Source: an optimization exercise on an open RTL-to-GDS flow (aim: small area, a short achievable clock period and few clock cycles per item). Production flows keep margins and buffers that such runs may drop. Only simulation tests tie the RTL to the original design; equivalence was not proved. No activity file was given, so power comes from the tool's default toggle rates.

==> flow/design.v (outline; a module is shown in full before it is edited, if it fits) <==
// module fsk_goertzel_demod: 792 lines
module fsk_goertzel_demod (
    input  wire        clk,
    input  wire        rst,
    input  wire        in_valid,
    output wire        in_ready,
    input  wire [1:0]  in_cmd,
    input  wire [15:0] in_data,
    input  wire [15:0] cfg_spb,
    input  wire [15:0] cfg_coeff0,
    input  wire [15:0] cfg_coeff1,
    output reg         out_valid,
    output reg  [7:0]  out_byte
);
  // ...
==> flow/run.sh <==
#!/bin/bash
# synth_recipe.tcl (not shown) runs the flow's synth.tcl, then flattens the netlist and writes it again
# the make line also repeats each setting of config.mk as NAME=value (left out here)
make -C /OpenROAD-flow-scripts/flow DESIGN_CONFIG=/design/flow/config.mk WORK_HOME=/design/flow/orfs CLKGATE_MAP_FILE= SYNTH_SCRIPT=/design/flow/synth_recipe.tcl finish
==> flow/config.mk <==
export PLATFORM = sky130hd
export DESIGN_NAME = fsk_goertzel_demod
export DESIGN_NICKNAME = fsk_goertzel_demod
export VERILOG_FILES = /design/flow/design.v
export SDC_FILE = /design/flow/constraint.sdc
export NUM_CORES = 4
export LEC_CHECK = 0
export CAP_MARGIN = 20
export CORE_MARGIN = 2
export CORE_UTILIZATION = 40
export SLEW_MARGIN = 20
==> flow/constraint.sdc <==
create_clock -name core_clock -period 20.0 [get_ports {clk}]
set_input_delay 4.0000 -clock core_clock [delete_from_list [all_inputs] [get_ports {clk}]]
set_output_delay 4.0000 -clock core_clock [all_outputs]
set_load 0.01 [all_outputs]
==> results by group, run 1 <==
Timing
  – Worst setup margin: about 14 ns
  – Minimum clock period: 6.04 ns
  – Final Max Tran Viols: 0
  – Max-slew headroom: 0.276

Global route
  – Largest net degree at the start of global routing: between 70 and 80
  – Vias in the first global route: 20800
  – GRT Overall Usage: 0.214

Setup path
  – Crit path DAT: about 6.5 ns
  – CP max stage delay: 0.62 ns
  – Critical path's top delay family: compound AO/OA/AOI/OAI gates
  – Required time worst endpoint: 20.49 ns

Logic synthesis
  – Most numerous cell in the Yosys netlist: nand2_1
  – Post-synthesis register bit count: 424
  – Async S/R FF share, synth: 0
  – Synth top cells by count: nand2_1 (399), dfxtp_1 (382), inv_1 (232)
  – Multiplexer share of the synthesized area: 0.0190
  – Adder-cell share of the synthesized area: 0.189
  – Register area share after synthesis: 0.337
  – Synthesized area: 26400 sq um
  – Largest family of logic cells by synthesized area: adder cells
  – Post-synthesis xor/xnor area fraction: 0.103

Layout
  – Share of post-route cells with drive strength above 1: 0.0522
  – Commonest non-fill, non-tap cell in the layout: nand2_1
  – Clock-cell share: 0.0523
  – Biggest register: acc
  – Seq. cell area: between 8000 and 9000 sq um
  – NonClk Buf Share: 0.0357
  – Clock buffer cells: 57

Job
  – Maxcap violations: 0

Power
  – Comb pwr: roughly 3.8 mW
  – Net Sw Frac: 0.480
  – Leak: 12.4 nW

Detailed routing
  – Detailed-route via count: 20600
  – Top Metal Used: met5
  – Wl on met1: 33500 um

CTS
  – Clk slew on worst S/H paths: 0.06 ns
  – Setup Buffers After CTS: 0
  – CTS Hold Bufs: 0

Floorplanning
  – Starting Density: 0.403
  – I/O pin cnt: 79

Placed design
  – Placer congestion estimate: 0.921

Run status
  – Outcome: no timing/DRC/antenna violations
Testbench counts, summed over its fixed seeds: cycles 269,736, items 384.
==> run 2, diff against run 1 <==
--- a/flow/design.v
+++ b/flow/design.v
@@ -26,16 +26,18 @@
     wire [23:0] r1_d;
     wire [23:0] r2;
     reg [5:0]  ec;
     reg [1:0]  ej;
     reg [24:0] m0, m1, m2;
     reg [25:0] d0, d1, d2;
     reg [29:0] acc;
     reg        sticky, last8, kill, eida;
+    reg        f_ld, f_l4, f_v, f_pz, f_pd, f_ps, f_mc, f_pre, f_dec, f_e2, f_st, f_cl;
+    reg        bq_one, bq_two, bq_neg;
     reg [2:0]  bcnt;
     wire st_start = v0 && c0 == 2'd1;
     wire st_end   = v0 && c0 == 2'd2;
     wire st_smp   = v0 && c0 == 2'd0;
     wire do_start = st_start && !active && spb != 16'd0;
     wire do_end   = st_end && active;
     wire do_smp   = st_smp && active;
     wire do_pre   = do_smp && pre;
@@ -45,23 +47,24 @@
     wire        active_n = do_start ? 1'b1 : do_end ? 1'b0 : active;
     wire        pre_n    = do_start ? 1'b1 : (do_pre && wl && pcnt == 4'd15) ? 1'b0 : pre;
     wire [15:0] wcnt_n   = clr ? 16'd0 : do_smp ? (wl ? 16'd0 : wcnt + 16'd1) : wcnt;
     wire        wl_n     = wcnt_n == spb - 16'd1;
     wire        dm_n     = active_n && !pre_n;      
     wire        ld_cfg   = !active_n;
     wire [3:0]  pcnt_n   = do_start ? 4'd0 : (do_pre && wl) ? pcnt + 4'd1 : pcnt;
     wire        pe_n     = active_n && pre_n && pcnt_n == 4'd15 && wl_n && spb == 16'd1;
-    wire [5:0]  ec_n = trig ? 6'd1 : (ec == 6'd0 || ec == 6'd46) ? 6'd0 : ec + 6'd1;
+    wire [5:0]  ec_n = rst ? 6'd0 : trig ? 6'd1 : (ec == 6'd0 || ec == 6'd46) ? 6'd0 : ec + 6'd1;
     wire        rdy_n = !((in_valid && rdy && in_cmd == 2'd0 && dm_n) || trig ||
                           (ec_n != 6'd0 && ((wl_n && dm_n) || pe_n)));
     wire        commit  = do_data || cm2;
     wire        wlast_c = do_data ? wl : wl2;
     wire [15:0] xe  = frb ? 16'd0 : xr;
-    wire [23:0] s2e = frb ? 24'd0 : s2b;
+    wire [23:0] s2e = frb ? 24'd0 : s2b;       
+    wire [23:0] s2m = fra ? 24'd0 : s2a;       
 wire p1_n0 = ca[1] & ~(ca[0] & 1'b0);
 wire p1_o0 = ca[0] ^ 1'b0;
 wire p1_t0 = (ca[1] & ~ca[0] & ~1'b0) | (~ca[1] & ca[0] & 1'b0);
 wire [23:0] p1_y0 = s1a ^ {24{p1_n0}};
 wire p1_pp0_0 = ((p1_o0 & p1_y0[0]) | (p1_t0 & p1_n0));
 wire p1_pp0_1 = ((p1_o0 & p1_y0[1]) | (p1_t0 & p1_y0[0]));
 wire p1_pp0_2 = ((p1_o0 & p1_y0[2]) | (p1_t0 & p1_y0[1]));
 wire p1_pp0_3 = ((p1_o0 & p1_y0[3]) | (p1_t0 & p1_y0[2]));
@@ -706,25 +709,24 @@
 wire p2_w221 = p2_w167 ^ p2_w118 ^ p2_w166;
 wire p2_w222 = (p2_w167 & p2_w118) | (p2_w167 & p2_w166) | (p2_w118 & p2_w166);
 wire p2_w223 = p2_pp7_22 ^ p2_w168 ^ p2_w169;
 wire p2_w224 = (p2_pp7_22 & p2_w168) | (p2_pp7_22 & p2_w169) | (p2_w168 & p2_w169);
 wire p2_w225 = s2e[23] ^ p2_pp7_23 ^ p2_w170;
 wire p2_w226 = (s2e[23] & p2_pp7_23) | (s2e[23] & p2_w170) | (p2_pp7_23 & p2_w170);
 wire [37:0] p2_sum = {p2_w224, p2_w223, p2_w220, p2_w218, p2_w216, p2_w214, p2_w212, p2_w210, p2_w208, p2_w206, p2_w204, p2_w202, p2_w200, p2_w198, p2_w196, p2_w194, p2_w192, p2_w190, p2_w188, p2_w186, p2_w184, p2_w182, p2_w180, p2_w178, p2_w176, p2_w174, p2_w172, p2_n5, 1'b0, 1'b0, 1'b0, 1'b0, 1'b0, 1'b0, 1'b0, 1'b0, 1'b0, 1'b0} + {p2_w225, p2_w222, p2_w221, p2_w219, p2_w217, p2_w215, p2_w213, p2_w211, p2_w209, p2_w207, p2_w205, p2_w203, p2_w201, p2_w199, p2_w197, p2_w195, p2_w193, p2_w191, p2_w189, p2_w187, p2_w185, p2_w183, p2_w181, p2_w179, p2_w177, p2_w175, p2_w173, p2_w171, 1'b0, 1'b0, 1'b0, 1'b0, 1'b0, 1'b0, 1'b0, 1'b0, 1'b0, 1'b0};
 assign r2 = p2_sum[37:14];
-    wire        pre_op = ec >= 6'd2 && ec <= 6'd6;
-    wire [29:0] pin = (ec == 6'd2 || ec == 6'd7) ? 30'd0 :
-                      (ec == 6'd5 || ec == 6'd6) ? {{5{d0[25]}}, d0[25:1]} :
-                      (ec >= 6'd8 && ej == 2'd0) ? {{2{acc[29]}}, acc[29:2]} : acc;
-    wire [24:0] mc  = (ec >= 6'd2 && ec <= 6'd4) ? {s1b[23], s1b} : m0;
-    wire        bb2 = d0[2], bb1 = d0[1], bb0 = d0[0];
-    wire        q_one = pre_op ? (ec != 6'd4) : (bb1 ^ bb0);
-    wire        q_two = pre_op ? (ec == 6'd4) : ((bb2 & ~bb1 & ~bb0) | (~bb2 & bb1 & bb0));
-    wire        q_neg = pre_op ? (ec >= 6'd4) : (bb2 ^ (ej == 2'd2));
+    wire [1:0]  ej_n = (ec == 6'd6 || ej == 2'd2) ? 2'd0 : ej + 2'd1;
+    wire [29:0] pin = f_pz ? 30'd0 :
+                      f_pd ? {{5{d0[25]}}, d0[25:1]} :
+                      f_ps ? {{2{acc[29]}}, acc[29:2]} : acc;
+    wire [24:0] mc  = f_mc ? {s1b[23], s1b} : m0;
+    wire        q_one = f_pre ? !f_l4 : bq_one;
+    wire        q_two = f_pre ? f_l4 : bq_two;
+    wire        q_neg = f_pre ? (f_l4 | f_v) : (bq_neg ^ f_e2);
     wire [29:0] mcx = {{5{mc[24]}}, mc};
     wire [29:0] qsel = q_one ? mcx : q_two ? {mcx[28:0], 1'b0} : 30'd0;
     wire [29:0] sum = pin + (qsel ^ {30{q_neg}}) + {29'd0, q_neg};
     wire        d_neg = acc[29];
     wire        d_pos = !acc[29] && (acc != 30'd0 || sticky);
     wire        bit_dec = eida ? d_neg : d_pos;       
     wire        kill_e = kill || (do_end && !last8);
     always @(posedge clk) begin
@@ -743,50 +745,65 @@
         if (rdy) xr <= in_data;
         c0  <= in_cmd;
         wcnt <= wcnt_n;
         wl   <= wl_n;
         pcnt <= pcnt_n;
         wl2  <= trig;
         m0 <= m1;
         m1 <= m2;
-        m2 <= (ec == 6'd2 || ec == 6'd3) ? {s2b[23], s2b} : (ec == 6'd4) ? acc[24:0] : m0;
+        m2 <= f_ld ? {s2b[23], s2b} : f_l4 ? acc[24:0] : m0;
         d0 <= d1;
         d1 <= d2;
-        d2 <= (ec == 6'd2 || ec == 6'd3) ? {r2[23], r2, 1'b0} :
-              (ec >= 6'd4 && ec <= 6'd6) ? {sum[24:0], 1'b0} :
+        d2 <= f_ld ? {r2[23], r2, 1'b0} :
+              (f_l4 || f_v) ? {sum[24:0], 1'b0} :
               {d0[25], d0[25], d0[25:3], d0[2]};
         acc <= sum;
-        ej  <= (ec == 6'd6 || ej == 2'd2) ? 2'd0 : ej + 2'd1;
-        if (ec == 6'd7) sticky <= 1'b0;
-        else if (ec >= 6'd8 && ej == 2'd0 && acc[1:0] != 2'd0) sticky <= 1'b1;
+        ec  <= ec_n;
+        ej  <= ej_n;
+        if (f_cl) sticky <= 1'b0;
+        else if (f_st && acc[1:0] != 2'd0) sticky <= 1'b1;
+        f_ld  <= ec_n == 6'd2 || ec_n == 6'd3;
+        f_l4  <= ec_n == 6'd4;
+        f_v   <= ec_n == 6'd5 || ec_n == 6'd6;
+        f_pz  <= ec_n == 6'd2 || ec_n == 6'd7;
+        f_pd  <= ec_n == 6'd5 || ec_n == 6'd6;
+        f_ps  <= ec_n >= 6'd8 && ej_n == 2'd0;
+        f_st  <= ec_n >= 6'd8 && ej_n == 2'd0;
+        f_cl  <= ec_n == 6'd7;
+        f_mc  <= ec_n >= 6'd2 && ec_n <= 6'd4;
+        f_pre <= ec_n >= 6'd2 && ec_n <= 6'd6;
+        f_e2  <= ej_n == 2'd2;
+        f_dec <= ec_n == 6'd46;
+        bq_one <= d1[1] ^ d1[0];
+        bq_two <= (d1[2] & ~d1[1] & ~d1[0]) | (~d1[2] & d1[1] & d1[0]);
+        bq_neg <= d1[2];
         if (trig) begin
             eida  <= idb;
             last8 <= bcnt == 3'd7;
         end
         if (rst) begin
             rdy       <= 1'b1;
             v0        <= 1'b0;
             active    <= 1'b0;
             pre       <= 1'b1;
             cm2       <= 1'b0;
-            ec        <= 6'd0;
             kill      <= 1'b0;
             bcnt      <= 3'd0;
             out_valid <= 1'b0;
         end else begin
             rdy    <= rdy_n;
             v0     <= in_valid && rdy;
             active <= active_n;
             pre    <= pre_n;
             cm2    <= do_data;
-            ec     <= ec_n;
             kill   <= trig ? 1'b0 : (do_end && ec != 6'd0 && !last8) ? 1'b1 : kill;
             out_valid <= 1'b0;
             if (clr) bcnt <= 3'd0;
-            if (ec == 6'd46 && !kill_e) begin
-                out_byte <= {out_byte[6:0], bit_dec};
+            if (f_dec && !kill_e) begin
                 if (!clr) bcnt <= last8 ? 3'd0 : bcnt + 3'd1;
                 out_valid <= last8;
             end
         end
     end
+    always @(posedge clk)
+        if (f_dec && !kill_e) out_byte <= {out_byte[6:0], bit_dec};
 endmodule
==> flow/flow/run.sh (new file) <==
#!/bin/bash
# Own layout flow: the standard ORFS flow, with the port buffers chosen as
# buf_2 cells and timing repair aiming at a setup slack well above the 20 ns
# clock's (the clock period and all constraints are unchanged).
set -euo pipefail
export BUFFER_PORTS_ARGS="-buffer_cell sky130_fd_sc_hd__buf_2"
export SETUP_SLACK_MARGIN=14.5
bash standard.sh synth > synth.log 2>&1
bash standard.sh > layout.log 2>&1
==> flow/standard.sh (new file) <==
#!/bin/bash
# synth_recipe.tcl (not shown) runs the flow's synth.tcl, then flattens the netlist and writes it again
# the make line also repeats each setting of config.mk as NAME=value (left out here)
make -C /OpenROAD-flow-scripts/flow DESIGN_CONFIG=/design/flow/config.mk WORK_HOME=/design/flow/orfs CLKGATE_MAP_FILE= SYNTH_SCRIPT=/design/flow/synth_recipe.tcl "${@:-finish}"
removed: flow/run.sh
==> run 2 against run 1 <==
Die area is 2.0% higher; via count rose by 0.14%; critical path depth shrank 18; largest power group unchanged; critical path type is now flop to output port; still clean on timing, DRC and antenna; power decreased by 1.5%.
==> results by group, run 2 <==
Detailed routing
  – Residual DRC count: 0
  – Detailed-route via count: 20600 (+0.14%)
  – DR iter-0 viols: 1158
  – Wirelength, routed: 71800 um
  – Drt pass-1 iters: 5
  – Routed Antenna Nets: 0
  – Vias/cell: 5.30
  – DR WL/cell: 18.5 um

Logic synthesis
  – Post-synthesis register bit count: 435 (+2.6%)
  – Async S/R FF share, synth: 0 (unchanged)
  – Cell count after synthesis: 2985
  – Most numerous cell in the Yosys netlist: dfxtp_1
  – Synth top area cells: dfxtp_1 (29%), fa_1 (12%), ha_1 (6.9%), xnor2_1 (6.2%), edfxtp_1 (4.7%)
  – Yosys warns: 1
  – Distinct cells, synth: 80
  – Synth top cells by count: dfxtp_1 (393), nand2_1 (307), inv_1 (247)
  – Primary FF master, synth: dfxtp_1
  – Synthesized area: 27000 sq um (+2.0%)
  – Synth Net Count: about 3400
  – Post-synthesis area per instance: 9.03 sq um
  – Post-synth EDFFs: 42
  – Register area share after synthesis: 0.339 (+0.00158)
  – Area share of the largest cell type after synthesis: 0.292
  – Synth area leader: dfxtp_1

Power
  – Leak: 12.7 nW (+1.8%)
  – Power, Total: 5.77 mW
  – VDD IR max: 153 uV
  – P per Cell Area: 193 nW/um^2

Layout
  – Share of post-route cells with drive strength above 1: 0.0940 (+0.0418)
  – Most frequent cells in the layout: dfxtp_1 (387), nand2_1 (307), inv_1 (244)
  – # diodes: 0
  – Seq. cell area: 9140 sq um (+2.5%)
  – Commonest non-fill, non-tap cell in the layout: dfxtp_1
  – Top flop regs: acc x30, d1 x26, d2 x26
  – Filler-free cell count of the finished design: between 3000 and 4000
  – Filler cell count: ~6600
  – P&R area growth vs syn: 11.3%
  – Design Area, Final: 30000 sq um
  – NumNets Final: 3346
  – Biggest register: acc
  – Final Util: 0.448
  – Largest register FFs: 30
  – Multi-input logic area: 16400 sq um

Floorplanning
  – I/O pin cnt: 79 (unchanged)
  – Cell Rows: 95
  – Starting Density: 0.403 (about the same)
  – Full die area: 69500 sq um
  – Die Span X: approximately 260 um
  – CORE AREA: between 60000 and 70000 sq um
  – Die height: 264 um

Timing
  – Final Max Tran Viols: 0 (unchanged)
  – Minimum clock period: 5.36 ns (-0.682 ns)
  – Final setup vio count: 0
  – Setup TNS: 0 ns
  – Worst setup margin: 14.64 ns (+0.682 ns)
  – Final Cycle Share: 0.268
  – Worst Clk Skew: ~0.015 ns
  – RSZ-0062 raised after global routing: no
  – WHS: 0.321 ns
  – Maximum clock rate: roughly 190 MHz
  – Max-slew headroom: 0.281 (+0.00524)
  – Hold Vio Cnt, Final: 0
  – Worst-Margin Slew: approximately 1.1 ns

Global route
  – Initial antenna violation count: 0
  – GRT Overall Usage: 0.206 (-0.00802)
  – First-pass GRT wire length: 114000 um
  – Vias in the first global route: 20700 (-0.75%)
  – Gr ovfl total: 0
  – Largest net degree at the start of global routing: 74 (+1.4%)

Placed design
  – Input/output buffers: approximately 80
  – Placer congestion estimate: 0.861 (-6.5%)
  – Dpl ws: 13.92 ns
  – Placed cell count: ~3800
  – Placed cell area: 28100 sq um
  – DP Wirelength: ~54000 um

Setup path
  – CP max stage delay: 0.33 ns (-0.29 ns)
  – Reg2Reg Depth: 19
  – Slowest CP cell: dfxtp_1
  – Setup CP Type: flop to output port
  – Required time worst endpoint: 16.00 ns (-4.49 ns)
  – Type of origin of the critical path: flop
  – Crit Path Max Fanout: 18
  – CP cell instances: buf_6, buf_2
  – Crit path DAT: 1.36 ns (-5.16 ns)
  – Crit. End Element: output port

CTS
  – CTS Hold Bufs: 0 (unchanged)
  – Clk root buf: clkbuf_16
  – CTS max path bufs: 3
  – CTS tree: yes
  – Clock latency at the later pin of the worst-skew pair: 0.59 ns
  – Num CTS Buffers: 47
  – Clk slew on worst S/H paths: 0.07 ns (about the same)
  – # clock sinks: 435
  – CTS H-tree lvls: 2

Min path
  – Hold path cells: 0
  – Worst Hold Class: flop to flop

Run status
  – Outcome: no timing/DRC/antenna violations

Job
  – Maxcap violations: 0 (unchanged)
## run 2: worst paths after layout
check              from  endpoint  slack (ns)
setup / recovery    rdy  in_ready       14.64
hold / removal    d2[9]     d1[9]        0.32
setup reg to reg  ca[3]    r1[21]       14.69
hold reg to reg   d2[9]     d1[9]        0.32
## run 2: cell families (layout without fill, tap and decap cells)
family,after synthesis,in the layout,synth area share
flip-flops,435,435,0.339
adder cells (fa/ha/maj),304,304,0.185
AND/OR/NAND/NOR,778,779,0.134
multiplexers,98,98,0.0367
AO/OA/AOI/OAI,628,628,0.145
buffers and inverters,431,456,0.0601
XOR/XNOR,311,311,0.101
## run 2: layer usage
| layer | vias up | GRT usage | share of wire |
|---|---|---|---|
| li1 | 10100 | - | - |
| met2 | 405 | 0.348 | 0.47 |
| met4 | 0 | 0.0559 | 0.025 |
| met5 | - | 0 | 0 |
| met1 | 9980 | 0.279 | 0.47 |
| met3 | 104 | 0.0239 | 0.042 |
## run 2: worst max-delay path: cells and delay by family, from the launching register on
kind	cells	cell delay [ns]
buf+inv	2	0.42
flops	1	0.33
## run 2: what timing repair did
item                                    CTS  global route
cloned                                    2             1
pin swaps                                 0             2
gates resized for setup                  14            37
buffers inserted                          3             5
endpoints found under the setup margin   44            42
## run 2: area by class of cell
| type | instances | share of cell area |
|---|---|---|
| clock buffer | 65 | 0.0472 |
| clock inverter | 22 | 0.00705 |
| inverter | 249 | 0.0316 |
| multi-input combinational | 2120 | 0.547 |
| sequential | 435 | 0.305 |
| tap | 873 | 0.0364 |
| timing repair buffer | 118 | 0.0254 |
| timing repair inverter | 2 | 0.000417 |
## run 2: report_power, final
group	switching (mW)	internal (mW)
Clock	0.371	0.526
Sequential	0.0974	1.01
Combinational	2.32	1.45
Testbench counts of run 2, summed over its fixed seeds: cycles 269,736, items 384.
==> run 3, diff against run 2 <==
==> flow/run.sh (new file) <==
#!/bin/bash
# synth_recipe.tcl (not shown) runs the flow's synth.tcl, then flattens the netlist and writes it again
# the make line also repeats each setting of config.mk as NAME=value (left out here)
make -C /OpenROAD-flow-scripts/flow DESIGN_CONFIG=/design/flow/config.mk WORK_HOME=/design/flow/orfs CLKGATE_MAP_FILE= SYNTH_SCRIPT=/design/flow/synth_recipe.tcl finish
removed: flow/flow/run.sh
removed: flow/standard.sh
==> run 3 against run 2 <==
Still clean on timing, DRC and antenna; clock skew is 0.0030 ns higher; first-iteration DRC count is 25% higher; flip-flop and latch count stayed put; combinational power is 3% lower; via count is 1.9% higher; synthesized cell count stayed put; maximum frequency is 15% lower; largest cell class unchanged.
==> results by group, run 3 <==
Layout
  – Final Util: 0.450 (+0.00187)
  – P&R area growth vs syn: 11.7%
  – Biggest register: acc
  – Top flop regs: acc x30, d1 x26, d2 x26
  – Most frequent cells in the layout: dfxtp_1 (388), nand2_1 (307), inv_1 (246)
  – Largest register FFs: 30 (unchanged)
  – # diodes: 0 (unchanged)
  – Commonest non-fill, non-tap cell in the layout: dfxtp_1
  – NumNets Final: 3338 (-0.24%)
  – Share of post-route cells with drive strength above 1: 0.0546 (-0.0394)
  – Filler cell count: 6339 (-4.0%)

Min path
  – Hold path cells: 0 (unchanged)
  – Worst Hold Class: flop to flop
  – Worst hold start: s2a[12]
  – WHS Endpoint: s2b[12]

Power
  – Comb power frac: 0.643 (-0.010)
  – Leak: 12.6 nW (-0.48%)
  – P per Cell Area: 189 nW/um^2 (-2.1%)
  – Internal Power: 2.96 mW (-0.94%)
  – Flop pwr share: 0.195 (+0.003)
  – Net Sw Frac: 0.479 (-0.00377)
  – VDD IR max: 264 uV (+72%)
  – Clk network pwr share: 0.162 (+0.007)
  – NetSw: 2.72 mW (-2.4%)

Detailed routing
  – Wirelength, routed: 73800 um (+2.7%)
  – Met2 wire len: 35500 um (+5.6%)
  – Residual DRC count: 0 (unchanged)
  – Detailed-route via count: 21000 (+1.9%)
  – Routed Antenna Nets: 0 (unchanged)
  – Top Metal Used: met4
  – Routed wl met3: 4010 um (+34%)
  – DR WL/cell: 19.0 um (+2.9%)
  – Vias/cell: 5.42 (+2.2%)
  – DR iter-0 viols: 1453 (+25%)
  – Wl on met1: 32400 um (-3.0%)
  – Drt pass-1 iters: 5 (unchanged)

Setup path
  – Crit path DAT: 6.81 ns (+5.45 ns)
  – Type of origin of the critical path: flop
  – Crit. End Element: flop
  – FF-to-FF setup slack: 13.71 ns (-0.98 ns)
  – Crit Path Max Fanout: 45 (+27)
  – Reg2Reg Depth: 18 (-1)
  – R2R Path End: r1[18]
  – Required time worst endpoint: 20.53 ns (+4.53 ns)
  – Launching point of the worst reg2reg path: ca[1]
  – Setup CP Type: flop to flop

CTS
  – Num CTS Buffers: 48 (+2.1%)
  – Setup Buffers After CTS: 0 (-3)
  – CTS H-tree lvls: 2 (unchanged)
  – # clock sinks: 435 (unchanged)
  – CTS tree: yes
  – Clk root buf: clkbuf_16
  – Clk slew on worst S/H paths: 0.06 ns (about the same)
  – CTS Hold Bufs: 0 (unchanged)
  – CTS max path bufs: 3 (unchanged)
  – Clock latency at the later pin of the worst-skew pair: 0.60 ns (about the same)
  – Post_cts resized: 0 (-14)

Floorplanning
  – Cell Rows: 95 (unchanged)
  – Starting Density: 0.403 (unchanged)
  – CORE AREA: 66900 sq um (unchanged)
  – Die height: 264 um (unchanged)
  – Full die area: 69500 sq um (unchanged)
  – I/O pin cnt: 79 (unchanged)
  – Die Span X: 264 um (unchanged)

Logic synthesis
  – Synthesized area: 27000 sq um (unchanged)
  – Register area share after synthesis: 0.339 (unchanged)
  – Synth top cells by count: dfxtp_1 (393), nand2_1 (307), inv_1 (247)
  – Post-synthesis register bit count: 435 (unchanged)
  – Yosys warns: 1 (unchanged)
  – Synth top area cells: dfxtp_1 (29%), fa_1 (12%), ha_1 (6.9%), xnor2_1 (6.2%), edfxtp_1 (4.7%)
  – Area share of the largest cell type after synthesis: 0.292 (unchanged)
  – Post-synth EDFFs: 42 (unchanged)
  – Post-synthesis area per instance: 9.03 sq um (unchanged)
  – Cell count after synthesis: 2985 (unchanged)
  – Async S/R FF share, synth: 0 (unchanged)
  – Most numerous cell in the Yosys netlist: dfxtp_1
  – Synth area leader: dfxtp_1
  – Primary FF master, synth: dfxtp_1
  – Distinct cells, synth: 80 (unchanged)
  – Synth Net Count: 3358 (unchanged)

Timing
  – Final Max Tran Viols: 0 (unchanged)
  – Final Cycle Share: 0.314 (+0.0466)
  – Max-slew headroom: 0.293 (+0.0117)
  – Final setup vio count: 0 (unchanged)
  – Maximum clock rate: 159 MHz (-15%)
  – Minimum clock period: 6.29 ns (+0.932 ns)
  – RSZ-0062 raised after global routing: no
  – Hold Vio Cnt, Final: 0 (unchanged)
  – WHS: 0.319 ns (-0.00122 ns)
  – Worst Clk Skew: 0.0176 ns (+0.00296 ns)
  – Worst-Margin Slew: 1.06 ns (-0.0176 ns)
  – Setup TNS: 0 ns (unchanged)

Placed design
  – Input/output buffers: 78 (unchanged)
  – DP Wirelength: 55700 um (+4.0%)
  – Placer congestion estimate: 0.894 (+3.8%)

Global route
  – First-pass GRT wire length: 117000 um (+2.9%)
  – Largest net degree at the start of global routing: 74 (unchanged)
  – GRT Overall Usage: 0.212 (+0.00599)
  – Vias in the first global route: 21600 (+4.3%)
  – Initial antenna violation count: 0 (unchanged)
  – Gr ovfl total: 0 (unchanged)

Run status
  – Outcome: no timing/DRC/antenna violations

Job
  – Maxcap violations: 0 (unchanged)
run 3: cell counts after synthesis:
Identical to the previous run, type by type.
run 3: worst max-delay path, stage by stage (launching register included):
cell,delay [ns]
dfxtp_1,0.31
buf_4,0.35
ha_1,0.35
inv_1,0.51
o22ai_1,0.23
fa_1,0.51
fa_1,0.53
inv_1,0.05
fa_1,0.48
inv_1,0.04
ha_1,0.30
and3_1,0.20
nand3_1,0.11
nor4_1,0.78
nor2_1,0.21
o21ai_0,0.55
a2111oi_0,0.22
nor3_1,0.29
xor2_1,0.18
run 3: cells by family after synthesis:
group	share of synthesized area
AND/OR/NAND/NOR	0.134
buffers and inverters	0.0601
XOR/XNOR	0.101
multiplexers	0.0367
adder cells (fa/ha/maj)	0.185
AO/OA/AOI/OAI	0.145
flip-flops	0.339
run 3: worst max-delay path by stage:
stage / from / endpoint / slack (ns) / cells past startpoint
after global routing: ca[1] / r1[10] / 13.29 / 18
after CTS: ca[1] / r1[18] / 13.71 / 18
after detailed placement: ca[1] / r1[18] / 13.76 / 18
final: ca[1] / r1[18] / 13.71 / 18
after floorplan: ca[2] / r1[18] / 14.70 / 21
after global placement: ca[1] / r1[18] / 13.82 / 18
run 3: layout make-up:
type	count	area, sq um	area share
clock buffer	63	1390	0.0462
clock inverter	24	280	0.00931
inverter	249	935	0.0310
multi-input combinational	2119	16200	0.539
sequential	435	9140	0.303
tap	873	1090	0.0363
timing repair buffer	112	1040	0.0344
run 3: metrics by stage:
step	cells	total power, mW	instance area (sq um)	worst slack, ns
5_1_grt	3875	6.14	30100	13.29
6_report	3875	5.68	30100	13.71
2_1_floorplan	2985	3.64	27000	14.70
4_1_cts	3875	5.66	30100	13.71
3_3_place_gp	3788	4.63	28400	13.82
3_5_place_dp	3788	4.70	28400	13.76
run 3: power groups by stage:
stage               sequential, mW  combinational, mW  clock [mW]
floorplan                     1.07               2.57           0
global placement              1.13               3.50           0
detailed placement            1.13               3.57           0
CTS                           1.11               3.60       0.943
global route                  1.12               4.04       0.980
finish                        1.11               3.65       0.920
run 3: layer usage:
metal | vias to the layer above | track usage
li1 | 10100 | -
met1 | 10200 | 0.274
met2 | 564 | 0.366
met3 | 129 | 0.0304
met4 | 0 | 0.0656
met5 | - | 0

-- port drivers added, routing unchanged --
The results above use ideal ports. As a check the final layouts listed here were re-extracted and re-timed, cells and wires unchanged.
Step 1: set_driving_cell puts a clkbuf_16 on clk and a buf_2 on each other input, an assumption about the parent block.
Step 2 times the ports against the registers' clock, not the clock port: input delays grow and output delays shrink by t, the midpoint of the rising clock arrivals with the driver on.
a / b / c = ideal / step 1 / step 2; a / b = the first two.
run	t, ns	setup WS [ns]	hold slack, ns	clock arrival spread, ns	cell pins on the clock port's net
run 1	0.655	13.962 / 13.962 / 13.962	0.319 / 0.319 / 0.319	0.024 / 0.024	1
run 2	0.637	14.644 / 14.589 / 14.684	0.321 / 0.321 / 0.321	0.015 / 0.014	1
run 3	0.653	13.712 / 13.712 / 13.712	0.319 / 0.319 / 0.319	0.019 / 0.019	1
After both steps setup and hold are still met in every run listed.
